Background: an optimization exercise with open tools, aiming at small area, a short achievable clock period and few clock cycles per item. Do not read the settings as production practice. Only simulation tests tie the RTL to the original design; equivalence was not proved.

### flow/run.sh
#!/bin/bash
# synth_recipe.tcl (not shown) runs the flow's synth.tcl, then flattens the netlist and writes it again
# the make line also repeats each setting of config.mk as NAME=value (left out here)
make -C /OpenROAD-flow-scripts/flow DESIGN_CONFIG=/design/flow/config.mk WORK_HOME=/design/flow/orfs CLKGATE_MAP_FILE= SYNTH_SCRIPT=/design/flow/synth_recipe.tcl finish
### flow/config.mk
export PLATFORM = sky130hd
export DESIGN_NAME = tilt_eq
export DESIGN_NICKNAME = tilt_eq
export VERILOG_FILES = /design/flow/design.v
export SDC_FILE = /design/flow/constraint.sdc
export NUM_CORES = 4
export LEC_CHECK = 0
export CAP_MARGIN = 20
export CORE_MARGIN = 2
export CORE_UTILIZATION = 40
export SLEW_MARGIN = 20
### flow/constraint.sdc
create_clock -name core_clock -period 22.0 [get_ports {clk}]
set_input_delay 4.4000 -clock core_clock [delete_from_list [all_inputs] [get_ports {clk}]]
set_output_delay 4.4000 -clock core_clock [all_outputs]
set_load 0.01 [all_outputs]
### flow/design.v
module fp_round #(
    parameter W = 48
) (
    input  wire               sign,
    input  wire signed [11:0] exp,
    input  wire [W-1:0]       sig,
    output reg  [31:0]        result
);
    integer           i;
    reg [11:0]        lz;
    reg [W-1:0]       norm;
    reg signed [11:0] e_n;
    reg [11:0]        rshift;
    reg [W-1:0]       den;
    reg               sticky_sh;
    reg [7:0]         efield;
    reg [22:0]        mant;
    reg               guard;
    reg               sticky;
    reg [30:0]        pk;
    reg [30:0]        rounded;
    always @* begin
        lz = 12'd0;
        for (i = 0; i < W; i = i + 1)
            if (sig[i]) lz = W - 1 - i;
        norm = sig << lz;
        e_n  = exp - $signed(lz);
        if (e_n < 12'sd1) begin
            rshift = 12'sd1 - e_n;
            if (rshift >= W) begin
                den       = {W{1'b0}};
                sticky_sh = |norm;
            end else begin
                den       = norm >> rshift;
                sticky_sh = ((den << rshift) != norm);
            end
            efield = 8'd0;
        end else begin
            rshift    = 12'd0;
            den       = norm;
            sticky_sh = 1'b0;
            efield    = e_n[7:0];
        end
        mant    = den[W-2:W-24];
        guard   = den[W-25];
        sticky  = (|den[W-26:0]) | sticky_sh;
        pk  = {efield, mant};
        rounded = pk + {30'd0, guard & (sticky | mant[0])};
        if (sig == {W{1'b0}})
            result = {sign, 31'd0};
        else if (e_n > 12'sd254)
            result = {sign, 8'hFF, 23'd0};
        else
            result = {sign, rounded};
    end
endmodule
module fp_mul (
    input  wire [31:0] a,
    input  wire [31:0] b,
    output reg  [31:0] y
);
    wire        sa = a[31];
    wire        sb = b[31];
    wire [7:0]  ea = a[30:23];
    wire [7:0]  eb = b[30:23];
    wire [22:0] fa = a[22:0];
    wire [22:0] fb = b[22:0];
    wire a_nan  = (ea == 8'hFF) && (fa != 23'd0);
    wire b_nan  = (eb == 8'hFF) && (fb != 23'd0);
    wire a_inf  = (ea == 8'hFF) && (fa == 23'd0);
    wire b_inf  = (eb == 8'hFF) && (fb == 23'd0);
    wire a_zero = (ea == 8'h00) && (fa == 23'd0);
    wire b_zero = (eb == 8'h00) && (fb == 23'd0);
    wire        s  = sa ^ sb;
    wire [23:0] ma = {ea != 8'h00, fa};
    wire [23:0] mb = {eb != 8'h00, fb};
    wire [7:0]  ea_eff = (ea == 8'h00) ? 8'd1 : ea;
    wire [7:0]  eb_eff = (eb == 8'h00) ? 8'd1 : eb;
    wire [47:0]        prod = ma * mb;
    wire signed [11:0] pexp = $signed({4'd0, ea_eff}) + $signed({4'd0, eb_eff}) - 12'sd126;
    wire [31:0]        rounded;
    fp_round #(.W(48)) u_round (
        .sign  (s),
        .exp   (pexp),
        .sig   (prod),
        .result(rounded)
    );
    always @* begin
        if (a_nan || b_nan || (a_inf && b_zero) || (a_zero && b_inf))
            y = 32'h7FC00000;
        else if (a_inf || b_inf)
            y = {s, 8'hFF, 23'd0};
        else if (a_zero || b_zero)
            y = {s, 31'd0};
        else
            y = rounded;
    end
endmodule
module fp_add (
    input  wire [31:0] a,
    input  wire [31:0] b,
    output reg  [31:0] y
);
    wire a_nan = (a[30:23] == 8'hFF) && (a[22:0] != 23'd0);
    wire b_nan = (b[30:23] == 8'hFF) && (b[22:0] != 23'd0);
    wire a_inf = (a[30:23] == 8'hFF) && (a[22:0] == 23'd0);
    wire b_inf = (b[30:23] == 8'hFF) && (b[22:0] == 23'd0);
    wire        swap = (b[30:0] > a[30:0]);
    wire [31:0] opl  = swap ? b : a;
    wire [31:0] ops  = swap ? a : b;
    wire        sl = opl[31];
    wire        ss = ops[31];
    wire [7:0]  el = (opl[30:23] == 8'h00) ? 8'd1 : opl[30:23];
    wire [7:0]  es = (ops[30:23] == 8'h00) ? 8'd1 : ops[30:23];
    wire [23:0] ml = {opl[30:23] != 8'h00, opl[22:0]};
    wire [23:0] ms = {ops[30:23] != 8'h00, ops[22:0]};
    wire [7:0]  d = el - es;
    wire [27:0] ml_ext   = {1'b0, ml, 3'b000};
    wire [27:0] ms_full  = {1'b0, ms, 3'b000};
    wire [27:0] ms_shift = (d >= 8'd28) ? 28'd0 : (ms_full >> d);
    wire        ms_lost  = (d >= 8'd28) ? (ms != 24'd0) : ((ms_shift << d) != ms_full);
    wire [27:0] ms_ext   = ms_shift | {27'd0, ms_lost};
    wire [27:0] sum = (sl == ss) ? (ml_ext + ms_ext) : (ml_ext - ms_ext);
    wire signed [11:0] sexp = $signed({4'd0, el}) + 12'sd1;
    wire [31:0]        rounded;
    fp_round #(.W(28)) u_round (
        .sign  (sl),
        .exp   (sexp),
        .sig   (sum),
        .result(rounded)
    );
    always @* begin
        if (a_nan || b_nan || (a_inf && b_inf && (a[31] != b[31])))
            y = 32'h7FC00000;
        else if (a_inf)
            y = a;
        else if (b_inf)
            y = b;
        else if (sum == 28'd0)
            y = {a[31] & b[31], 31'd0};
        else
            y = rounded;
    end
endmodule
module tilt_eq (
    input  wire        clk,
    input  wire        rst,           
    input  wire        cfg_we,
    input  wire [3:0]  cfg_addr,
    input  wire [31:0] cfg_wdata,
    input  wire        prep,          
    input  wire        in_valid,
    output wire        in_ready,
    input  wire        in_ch,
    input  wire [31:0] in_data,
    output reg         out_valid,
    output reg         out_ch,
    output reg  [31:0] out_data,
    output wire        idle
);
    localparam [31:0] ONE  = 32'h3F800000;
    localparam [31:0] ZERO = 32'h00000000;
    localparam [3:0] S_IDLE = 4'd0,
                     S_M0   = 4'd1,    
                     S_A0   = 4'd2,    
                     S_M1   = 4'd3,    
                     S_M2   = 4'd4,    
                     S_A1   = 4'd5,    
                     S_A2   = 4'd6,    
                     S_M3   = 4'd7,    
                     S_M4   = 4'd8,    
                     S_A3   = 4'd9;    
    reg [31:0] coef [0:9];
    reg [31:0] hist [0:7];
    reg [3:0]  state;
    reg        stage;       
    reg        ch;
    reg [31:0] x;
    reg [31:0] y;
    reg [31:0] ta;
    reg [31:0] tb;
    integer i;
    wire [3:0] cbase = stage ? 4'd5 : 4'd0;
    wire [2:0] hbase = {ch, stage, 1'b0};
    wire [31:0] b0 = coef[cbase];
    wire [31:0] b1 = coef[cbase + 4'd1];
    wire [31:0] b2 = coef[cbase + 4'd2];
    wire [31:0] a1 = coef[cbase + 4'd3];
    wire [31:0] a2 = coef[cbase + 4'd4];
    wire [31:0] s1 = hist[hbase];
    wire [31:0] s2 = hist[hbase + 3'd1];
    reg  [31:0] mul_a, mul_b, add_a, add_b;
    wire [31:0] mul_y, add_y;
    fp_mul u_mul (.a(mul_a), .b(mul_b), .y(mul_y));
    fp_add u_add (.a(add_a), .b(add_b), .y(add_y));
    always @* begin
        mul_a = x;
        mul_b = b0;
        add_a = ta;
        add_b = s1;
        case (state)
            S_M0: begin mul_a = x; mul_b = b0; end
            S_M1: begin mul_a = x; mul_b = b1; end
            S_M2: begin mul_a = y; mul_b = a1; end
            S_M3: begin mul_a = x; mul_b = b2; end
            S_M4: begin mul_a = y; mul_b = a2; end
            default: ;
        endcase
        case (state)
            S_A0: begin add_a = ta; add_b = s1; end
            S_A1: begin add_a = ta; add_b = {~tb[31], tb[30:0]}; end
            S_A2: begin add_a = ta; add_b = s2; end
            S_A3: begin add_a = ta; add_b = {~tb[31], tb[30:0]}; end
            default: ;
        endcase
    end
    assign in_ready = (state == S_IDLE);
    assign idle     = (state == S_IDLE);
    always @(posedge clk) begin
        if (rst) begin
            state     <= S_IDLE;
            stage     <= 1'b0;
            ch        <= 1'b0;
            out_valid <= 1'b0;
            out_ch    <= 1'b0;
            out_data  <= ZERO;
            x         <= ZERO;
            y         <= ZERO;
            ta        <= ZERO;
            tb        <= ZERO;
            for (i = 0; i < 10; i = i + 1)
                coef[i] <= (i == 0 || i == 5) ? ONE : ZERO;
            for (i = 0; i < 8; i = i + 1)
                hist[i] <= ZERO;
        end else begin
            out_valid <= 1'b0;
            if (prep) begin
                for (i = 0; i < 10; i = i + 1)
                    coef[i] <= (i == 0 || i == 5) ? ONE : ZERO;
                for (i = 0; i < 8; i = i + 1)
                    hist[i] <= ZERO;
            end else if (cfg_we && cfg_addr < 4'd10) begin
                coef[cfg_addr] <= cfg_wdata;
            end
            case (state)
                S_IDLE: begin
                    if (in_valid) begin
                        x     <= in_data;
                        ch    <= in_ch;
                        stage <= 1'b0;
                        state <= S_M0;
                    end
                end
                S_M0: begin ta <= mul_y; state <= S_A0; end
                S_A0: begin y  <= add_y; state <= S_M1; end
                S_M1: begin ta <= mul_y; state <= S_M2; end
                S_M2: begin tb <= mul_y; state <= S_A1; end
                S_A1: begin ta <= add_y; state <= S_A2; end
                S_A2: begin hist[hbase] <= add_y; state <= S_M3; end
                S_M3: begin ta <= mul_y; state <= S_M4; end
                S_M4: begin tb <= mul_y; state <= S_A3; end
                S_A3: begin
                    hist[hbase + 3'd1] <= add_y;
                    if (stage == 1'b0) begin
                        x     <= y;
                        stage <= 1'b1;
                        state <= S_M0;
                    end else begin
                        out_valid <= 1'b1;
                        out_ch    <= ch;
                        out_data  <= y;
                        state     <= S_IDLE;
                    end
                end
                default: state <= S_IDLE;
            endcase
        end
    end
endmodule
==> key figures <==
Die
  – Die width: 463 µm
  – Num rows: 168
  – Chip height: 463 µm
  – Starting Density: 40.2%
  – Die Area: 214000 µm²
  – Core ar.: 210000 µm²
  – I/O Pins: 110

Routing
  – Avg WL per Cell: 33.0 µm
  – Remaining DRCs: 0
  – M1 WL: 170000 µm
  – Antenna viol nets, final: 0
  – Via count: 90900
  – Detail Route met2 WL: 197000 µm
  – Routed wl met3: 45600 µm
  – Top Metal Used: met5
  – Final wirelength: 445000 µm
  – Via-to-Cell Ratio: 6.73
  – DR pass1 iterations: 9
  – Iteration-0 DRC Markers: 12300

Clocking
  – Max Buffers Root-to-Sink: 3
  – Root buffer cell: clkbuf_16
  – Clk pin slew, worst setup/hold paths: 0.06 ns
  – CTS Buf Count: 78
  – CTS Hold Bufs: 0
  – # H-tree levels: 3
  – CTS Sinks: 744
  – Clock latency (worst-skew pair): 0.65 ns
  – CTS tree: yes

STA
  – Fmax: 46.9 MHz
  – Setup ws final: 0.692 ns
  – Worst Max-Slew Pin Slew: 1.21 ns
  – Final Max Tran Viols: 0
  – Final Hold Viols: 0
  – Worst Skew: 0.0290 ns
  – Period utilisation layout: 96.9%
  – Slew headroom: 18.4%
  – Final setup viols: 0
  – RSZ-0062 raised after global routing: false
  – Minimum clock period: 21.31 ns

Finish
  – Synth-to-Final Area Change: 14.7%
  – Final Net Count: 11500
  – Commonest cells after routing, fill and taps aside: nand2_1 (1377), nor2_1 (984), buf_4 (855), edfxtp_1 (576), a21oi_1 (541)
  – Final Cell Area: 96700 µm²
  – Final std cells w/o fill: 13500
  – Layout cells sized above 1: 13.8%
  – Commonest non-fill, non-tap cell in the layout: nand2_1

Worst setup path
  – CP max stage delay: 1.02 ns
  – CP Capture Type: register
  – Kind of critical path: reg2reg
  – CP required: 22.36 ns
  – Crit path max-delay cell type: fa_4
  – CP Max Fanout: 15
  – CP arrival: 21.67 ns
  – Worst setup SP type: register

Placed design
  – Final GP Congestion: 1.08
  – PortBufs: 109
  – Dpl cells: 13300
  – Placed instance area: 93500 µm²
  – DP Worst Slack: 0.393 ns
  – HPWL after DPL: 340000 µm

Yosys
  – Seq cells post-synth: 744
  – Post-synthesis cell type count: 142
  – Cell taking the most area after synthesis: edfxtp_1
  – Dominant cells by area after synthesis: edfxtp_1 (21%), fa_1 (12%), nand2_1 (6.2%)
  – Post-synth top flop: edfxtp_1
  – Ys async rst share: 0%
  – Average cell area after synthesis: 8.24 µm²
  – Sequential area share after synthesis: 24.5%
  – Syn Nets: 11100
  – Area share of the largest cell type after synthesis: 20.5%
  – Yosys warnings: 5
  – Post-synth EDFFs: 576
  – Cells after synthesis: 10200
  – Post-Syn Area: 84300 µm²

Global routing
  – First-pass GRT wire length: 635000 µm
  – Vias in the first global route: 88400
  – GRT Util Overall: 39.8%
  – Pin count of the biggest net entering global routing: 85
  – Initial antenna violation count: 20
  – Grt total ovfl: 0

Worst hold path
  – Min-delay worst type: reg2reg

Run
  – Max cap viols: 0

Run status
  – Status: complete, no violations
stage by stage:
stage | util, % | hold slack [ns] | TNS (ns)
finish | 46.1 | 0.459 | 0
global placement | 44.6 | 0.448 | -2.25
floorplan | - | 0.436 | 0
global route | 46.1 | 0.486 | 0
detailed placement | 44.6 | 0.450 | 0
CTS | 45.9 | 0.459 | 0
Yosys cell counts, drive strengths merged, types with 117 or more instances:
cell type  number
nand3         306
o21ai         558
xnor2         117
ha            296
dfxtp         168
o211ai        149
clkbuf        525
nor4          127
edfxtp        576
buf           164
fa            487
nor2         1015
o22ai         127
a211oi        175
a21oi         558
and2          462
mux2i         176
nand2        1385
nor3          301
inv           534
final timing paths:
kind                               from                        to  slack (ns)  cells past startpoint
setup / recovery  state[1]$_SDFFE_PP0P_  hist[4][0]$_SDFFCE_PN0P_        0.69                     86
hold / removal       tb[4]$_SDFFE_PP0N_        tb[4]$_SDFFE_PP0N_        0.46                      2
setup reg to reg  state[1]$_SDFFE_PP0P_  hist[4][0]$_SDFFCE_PN0P_        0.69                     86
hold reg to reg      tb[4]$_SDFFE_PP0N_        tb[4]$_SDFFE_PP0N_        0.46                      2
repair_timing:
item,4_1_cts,5_1_grt
endpoints found under the setup margin,0,308
gates resized for setup,0,47
setup buffers,0,23
sequential cells by signal, summed over array words and instances, names as in the netlist:
name and flops:
out_valid 1, hist 256, ta 32, out_data 32, x 32, y 32, tb 32, ch 1
stage 1, out_ch 1, state 4, coef 320
logic make-up after synthesis:
logic type | count (synthesis) | share of synthesized area [%]
buffers and inverters | 1228 | 5.92
AOI/OAI and AO/OA | 2885 | 24.0
DFF | 744 | 24.5
adders and majority gates | 783 | 16.0
muxes | 302 | 4.84
xor gates and xnor gates | 172 | 1.81
and+or+nand+nor | 4107 | 22.9
cell type report:
class,instances,area (µm²)
fill,20800,113000
tap,2805,3510
antenna,9,22.5
multi-input combinational,8251,59500
timing repair buffer,1005,8310
inverter,536,2010
sequential,744,20700
clock buffer,102,2100
clock inverter,40,576
critical path: cells and delay by family, from the launching register on:
kind	cells	cell delay, ns
AO/OA/AOI/OAI	37	9.46
AND/OR/NAND/NOR	27	5.73
buffers and inverters	15	2.66
adder cells (fa/ha/maj)	6	2.45
flip-flops	1	0.50
XOR/XNOR	1	0.16
metal layers:
metal	GRT usage, %	vias to the layer above
li1	-	38400
met1	50.3	45100
met2	62.4	5935
met3	8.72	1475
met4	23.7	14
met5	0.156	-
Testbench counts, summed over its fixed seeds: cycles 125,747, items 6,601.

[port drivers added, routing unchanged]
In the flow no input, the clock included, has a driving cell. The finished layout below was timed again as built, in two steps.
Step 1 (the two cells are an assumption about what drives the block):
set clk [get_ports {clk}]
set_driving_cell -lib_cell sky130_fd_sc_hd__clkbuf_16 $clk
set_driving_cell -lib_cell sky130_fd_sc_hd__buf_2 [delete_from_list [all_inputs] $clk]
Step 2 times the ports against the registers' clock, not the clock port: input delays grow and output delays shrink by t, the midpoint of the rising clock arrivals with the driver on.
Slacks: no drivers / after step 1 / after step 2; pairs: no drivers / after step 1.
t (ns): 0.696
setup WS [ns]: 0.692 / 0.692 / 0.692
worst slew at a driven data input, ns: 0.14
cell pins on the clock port's net: 1
After both steps setup and hold are still met in this run. The setup slack of this run moves by 0.000 ns with the drivers and by 0.000 ns with both steps.
